Background: an optimization exercise with open tools, aiming at small area. Do not read the settings as production practice. Only simulation tests tie the RTL to the original design; equivalence was not proved. Power figures rest on the tool's default switching activity, not on a simulated workload.

## run A
==> flow/design.v <==
module grabber_codec (
    input  wire [27:0] word,
    output wire [23:0] data,
    output wire        spare,
    output wire        lval,
    output wire        fval,
    output wire        dval
);
    assign data[0]  = word[0];
    assign data[1]  = word[1];
    assign data[2]  = word[2];
    assign data[3]  = word[3];
    assign data[4]  = word[4];
    assign data[5]  = word[6];
    assign data[6]  = word[27];
    assign data[7]  = word[5];
    assign data[8]  = word[7];
    assign data[9]  = word[8];
    assign data[10] = word[9];
    assign data[11] = word[12];
    assign data[12] = word[13];
    assign data[13] = word[14];
    assign data[14] = word[10];
    assign data[15] = word[11];
    assign data[16] = word[15];
    assign data[17] = word[18];
    assign data[18] = word[19];
    assign data[19] = word[20];
    assign data[20] = word[21];
    assign data[21] = word[22];
    assign data[22] = word[16];
    assign data[23] = word[17];
    assign spare = word[23];
    assign lval  = word[24];
    assign fval  = word[25];
    assign dval  = word[26];
endmodule
module grabber_parser #(
    parameter W = 10
) (
    input  wire         clk,
    input  wire         rst,
    input  wire [27:0]  word,
    output wire [W-1:0] s_x,
    output wire [W-1:0] s_y,
    output wire [9:0]   s_val1,
    output wire         s_stb1,
    output wire         s_eof
);
    wire [23:0] data;
    wire        spare, lval, fval, dval;
    grabber_codec u_codec (
        .word (word),
        .data (data),
        .spare(spare),
        .lval (lval),
        .fval (fval),
        .dval (dval)
    );
    reg [W-1:0] x;
    reg [W-1:0] y;
    reg         last_lval;
    reg         last_fval;
    reg         stb1;
    reg [9:0]   val1;
    assign s_x    = x;
    assign s_y    = y;
    assign s_val1 = val1;
    assign s_stb1 = stb1;
    assign s_eof  = ~fval;
    always @(posedge clk) begin
        if (rst) begin
            x         <= {W{1'b0}};
            y         <= {W{1'b0}};
            last_lval <= 1'b0;
            last_fval <= 1'b0;
            stb1      <= 1'b0;
        end else begin
            if (lval)
                x <= x + 1'b1;
            else
                x <= {W{1'b0}};
            if (!fval)
                y <= {W{1'b0}};
            else if (!lval && last_lval && last_fval)
                y <= y + 1'b1;
            last_lval <= lval;
            last_fval <= fval;
            stb1      <= dval;
        end
    end
    always @(posedge clk)
        val1 <= {2'b00, data[7:0]} + {2'b00, data[15:8]} + {2'b00, data[23:16]};
endmodule
module grabber_roi_engine #(
    parameter W     = 10,
    parameter SHIFT = 0,
    parameter SUM_W = 30
) (
    input  wire             clk,
    input  wire             rst,
    input  wire [W-1:0]     s_x,
    input  wire [W-1:0]     s_y,
    input  wire [9:0]       s_val1,
    input  wire             s_stb1,
    input  wire             s_eof,
    input  wire             ack,
    input  wire             we,
    input  wire [1:0]       sel,
    input  wire [W-1:0]     wval,
    output wire [SUM_W-1:0] sum,
    output wire             out_strobe
);
    localparam PV_W = 10 - SHIFT;
    localparam HI_W = SUM_W - PV_W;
    localparam BLK  = 5;
    reg [W-1:0]    x0, x1, y0, y1;
    reg            x_good, y_good;
    reg [PV_W-1:0] lo;
    reg            cp;
    reg [HI_W-1:0] hi;
    reg            done;
    reg            ostb;
    assign out_strobe = ostb;
    wire [W-1:0] wv  = rst ? {W{1'b0}} : wval;
    wire         wx0 = rst | (we & (sel == 2'd0));
    wire         wx1 = rst | (we & (sel == 2'd1));
    wire         wy0 = rst | (we & (sel == 2'd2));
    wire         wy1 = rst | (we & (sel == 2'd3));
    always @(posedge clk) begin
        if (wx0) x0 <= wv;
        if (wx1) x1 <= wv;
        if (wy0) y0 <= wv;
        if (wy1) y1 <= wv;
    end
    wire xg = (s_x != x1) & ((s_x == x0) | x_good);
    wire yg = (s_y != y1) & ((s_y == y0) | y_good);
    wire add = x_good & y_good & s_stb1;
    wire clr = ostb & ack;
    wire zap = rst | clr;
    wire [PV_W-1:0] g = s_val1[9:SHIFT] & {PV_W{add}};
    wire [PV_W:0]   lc;
    wire [PV_W-1:0] ls;
    assign lc[0] = 1'b0;
    wire [HI_W:0]   hc;
    wire [HI_W-1:0] hs;
    assign hc[0] = cp;
    genvar i;
    generate
        for (i = 0; i < PV_W; i = i + 1) begin : g_lo
            assign ls[i]   = lo[i] ^ g[i] ^ lc[i];
            assign lc[i+1] = (lo[i] & g[i]) | (lc[i] & (lo[i] ^ g[i]));
        end
        for (i = 0; i < HI_W; i = i + 1) begin : g_hi
            assign hs[i] = hi[i] ^ hc[i];
            if ((i + 1) % BLK == 0)
                assign hc[i+1] = hc[i+1-BLK] & (&hi[i:i+1-BLK]);
            else
                assign hc[i+1] = hc[i] & hi[i];
        end
    endgenerate
    assign sum = {hs, lo};
    always @(posedge clk) begin
        if (zap) begin
            lo <= {PV_W{1'b0}};
            cp <= 1'b0;
            hi <= {HI_W{1'b0}};
        end else begin
            lo <= ls;
            cp <= lc[PV_W];
            hi <= hs;
        end
    end
    always @(posedge clk) begin
        if (rst) begin
            x_good <= 1'b0;
            y_good <= 1'b0;
            done   <= 1'b0;
            ostb   <= 1'b0;
        end else begin
            x_good <= xg;
            y_good <= yg;
            if (clr) begin
                done <= 1'b0;
                ostb <= 1'b0;
            end else begin
                done <= done | add;
                ostb <= ostb | (done & s_eof);
            end
        end
    end
endmodule
module grabber (
    input  wire                clk,
    input  wire                rst,
    input  wire [27:0]         word,
    input  wire [4*16-1:0]     hctl,
    input  wire [10*16-1:0]    hval,
    output wire [30*16-1:0]    sum_o,
    output wire [16-1:0]       out_strobe
);
    localparam N_ENG = 16;
    localparam W     = 10;
    localparam OUT_W = 30;
    wire [W-1:0] s_x, s_y;
    wire [9:0]   s_val1;
    wire         s_stb1, s_eof;
    grabber_parser #(.W(W)) u_parser (
        .clk   (clk),
        .rst   (rst),
        .word  (word),
        .s_x   (s_x),
        .s_y   (s_y),
        .s_val1(s_val1),
        .s_stb1(s_stb1),
        .s_eof (s_eof)
    );
    genvar k;
    generate
        for (k = 0; k < N_ENG; k = k + 1) begin : g_eng
            localparam SHIFT = k / 4;
            localparam SUM_W = OUT_W - SHIFT;
            wire [SUM_W-1:0] sum_k;
            grabber_roi_engine #(.W(W), .SHIFT(SHIFT), .SUM_W(SUM_W)) u_eng (
                .clk       (clk),
                .rst       (rst),
                .s_x       (s_x),
                .s_y       (s_y),
                .s_val1    (s_val1),
                .s_stb1    (s_stb1),
                .s_eof     (s_eof),
                .ack       (hctl[4*k+3]),
                .we        (hctl[4*k+2]),
                .sel       (hctl[4*k+1:4*k]),
                .wval      (hval[W*k +: W]),
                .sum       (sum_k),
                .out_strobe(out_strobe[k])
            );
            assign sum_o[OUT_W*k +: OUT_W] = {{SHIFT{1'b0}}, sum_k};
        end
    endgenerate
endmodule
export LEC_CHECK = 0
export CAP_MARGIN = 0
export CORE_MARGIN = 2
export CORE_UTILIZATION = 38
export PLACE_DENSITY = 0.55
export SLEW_MARGIN = 0
create_clock -name core_clock -period 5.0 [get_ports {clk}]
standard.sh (not shown) runs the stock make flow with config.mk's settings and CLKGATE_MAP_FILE= SYNTH_SCRIPT=/design/flow/synth_recipe.tcl, a recipe that flattens the netlist after the stock synthesis.
==> flow/flow/run.sh <==
#!/bin/bash
# Standard layout, with small port buffers and a clock tree without dummy loads.
set -euo pipefail
bash standard.sh \
  "BUFFER_PORTS_ARGS=-buffer_cell sky130_fd_sc_hd__buf_1" \
  "CTS_ARGS=-sink_clustering_enable -repair_clock_nets -dont_use_dummy_load -buf_list sky130_fd_sc_hd__clkbuf_8 -sink_clustering_size 20 -sink_clustering_max_diameter 55" \
  finish > flow_make.log 2>&1
Every stage of the flow completed for run A, and the final layout passed the timing, design-rule and antenna checks.
--- input diff run A..run B ---
- PLACE_DENSITY: 0.55 -> 0.6
- CORE_UTILIZATION: 38 -> 44
Findings:
- Run B: no failed stages, no open violations at the end
- Re tightest hold margin: run B is 35 ps up on run A.
- Taking run A as the reference point, the area added between synthesis and finish of run B falls by 0.65 points.
- Arrival time at the worst endpoint: run B vs run A down 110 ps
- Run B improves on run A in die area.
[inputs] run C vs run B
- PLACE_DENSITY changed from 0.6 to 0.5
- CORE_UTILIZATION changed from 44 to 30
Run C finished every step from synthesis to the final layout, and the layout passed the timing, design-rule and antenna checks. [run C] total power rose 0.55 mW relative to run B. Summary of run C over run B: maximum clock skew at final layout down 10 ps, number of cells in the finished layout apart from fillers went up 753. Core footprint grows by more than a quarter when moving from run B to run C. Going from run B to run C, final core utilization shrinks by 15 points. Looking at first-pass GRT wire length across both flows, run C is the weaker of the two, with run B ahead.
Modified inputs, run D compared to run C
- a change of SLEW_MARGIN from 0 to 20
- a change of CAP_MARGIN from 0 to 20
==> flow/run.sh (new file) <==
#!/bin/bash
# synth_recipe.tcl (not shown) runs the flow's synth.tcl, then flattens the netlist and writes it again
# the make line also repeats each setting of config.mk as NAME=value (left out here)
make -C /OpenROAD-flow-scripts/flow DESIGN_CONFIG=/design/flow/config.mk WORK_HOME=/design/flow/orfs CLKGATE_MAP_FILE= SYNTH_SCRIPT=/design/flow/synth_recipe.tcl finish
removed: flow/flow/run.sh
removed: flow/standard.sh
==> summary.txt <==
- Run D: done, clean on timing, DRC and antenna
- Most common cell after layout, fill and taps aside: clkdlybuf4s50_1 -> run D, buf_1 -> run C
- Delta (run D minus run C): clock latency of the later-clocked register in the worst-skew pair down 110 ps, final design instance area without fill increased about 13%, mean post-synth cell area held, minimum period implied by the final worst setup slack increased 11 ps, met1 wire length increased about 2.5%.
> inputs changed (run D -> run E)
- a change of CAP_MARGIN from 20 to 0
- a change of SLEW_MARGIN from 20 to 0
==> flow/flow/run.sh (new file) <==
#!/bin/bash
# Standard layout, with small port buffers and a clock tree without dummy loads.
set -euo pipefail
bash standard.sh \
  "BUFFER_PORTS_ARGS=-buffer_cell sky130_fd_sc_hd__buf_1" \
  "CTS_ARGS=-sink_clustering_enable -repair_clock_nets -dont_use_dummy_load -buf_list sky130_fd_sc_hd__clkbuf_4 -sink_clustering_size 10 -sink_clustering_max_diameter 40" \
  finish > flow_make.log 2>&1
==> flow/standard.sh (new file) <==
#!/bin/bash
# synth_recipe.tcl (not shown) runs the flow's synth.tcl, then flattens the netlist and writes it again
# the make line also repeats each setting of config.mk as NAME=value (left out here)
make -C /OpenROAD-flow-scripts/flow DESIGN_CONFIG=/design/flow/config.mk WORK_HOME=/design/flow/orfs CLKGATE_MAP_FILE= SYNTH_SCRIPT=/design/flow/synth_recipe.tcl "${@:-finish}"
removed: flow/run.sh
Notes after the runs:
Every run in the comparison, run E and run D, completed the flow with a clean layout.
Maximum vdd drop in run E is about 2.7% higher than in run D
Routing usage on met2: lower on run E
Compared with run D, run E instantiates a larger number of standard cells.
Global routing usage on met1 on run E is down relative to run D.
[inputs] run F vs run E
- CAP_MARGIN now 20, was 0
- SLEW_MARGIN now 20, was 0
==> flow/flow/run.sh <==
#!/bin/bash
# Standard layout, with port buffers and clock tree built from small cells.
set -euo pipefail
bash standard.sh \
  "BUFFER_PORTS_ARGS=-buffer_cell sky130_fd_sc_hd__buf_1" \
  finish > flow_make.log 2>&1
==> summary.txt <==
- Delta (run F minus run E): worst hold slack moved up, post-route non-filler standard cell count went down by 0.87%, total routing usage reported by global routing has remained practically unchanged, routed metal-1 wirelength shows no meaningful change.
- Comparing run E with run F, the first-pass GRT wire length came out essentially unchanged.

==> re-timing with driven ports <==
The results above use ideal ports. As a check the final layouts listed here were re-extracted and re-timed, cells and wires unchanged. Step 1: set_driving_cell puts a clkbuf_16 on clk and a buf_2 on each other input, an assumption about the parent block. Step 2, shift: input delay + t, output delay - t, t = (earliest + latest rising clock arrival at the registers) / 2. This alone moves slack from input paths to output paths. Three values: ideal ports, drivers, drivers and shift; two values: the first two.
run | t (ns) | slack for setup (ns) | worst setup path after step 2 | worst slew at a driven data input, ns | cell pins on the clock port's net
run A | 0.900 | 0.316 / 0.316 / 0.316 | register to register | 0.18 | 1
run B | 0.835 | 0.325 / 0.325 / 0.325 | register to register | 0.15 | 1
run C | 0.930 | 0.355 / 0.355 / 0.355 | register to register | 0.19 | 1
run D | 0.863 | 0.344 / 0.344 / 0.344 | register to register | 0.18 | 1
run E | 1.282 | 0.325 / 0.325 / 0.325 | register to register | 0.21 | 1
run F | 0.864 | 0.326 / 0.326 / 0.326 | register to register | 0.18 | 1
After both steps setup and hold are still met in every run listed.
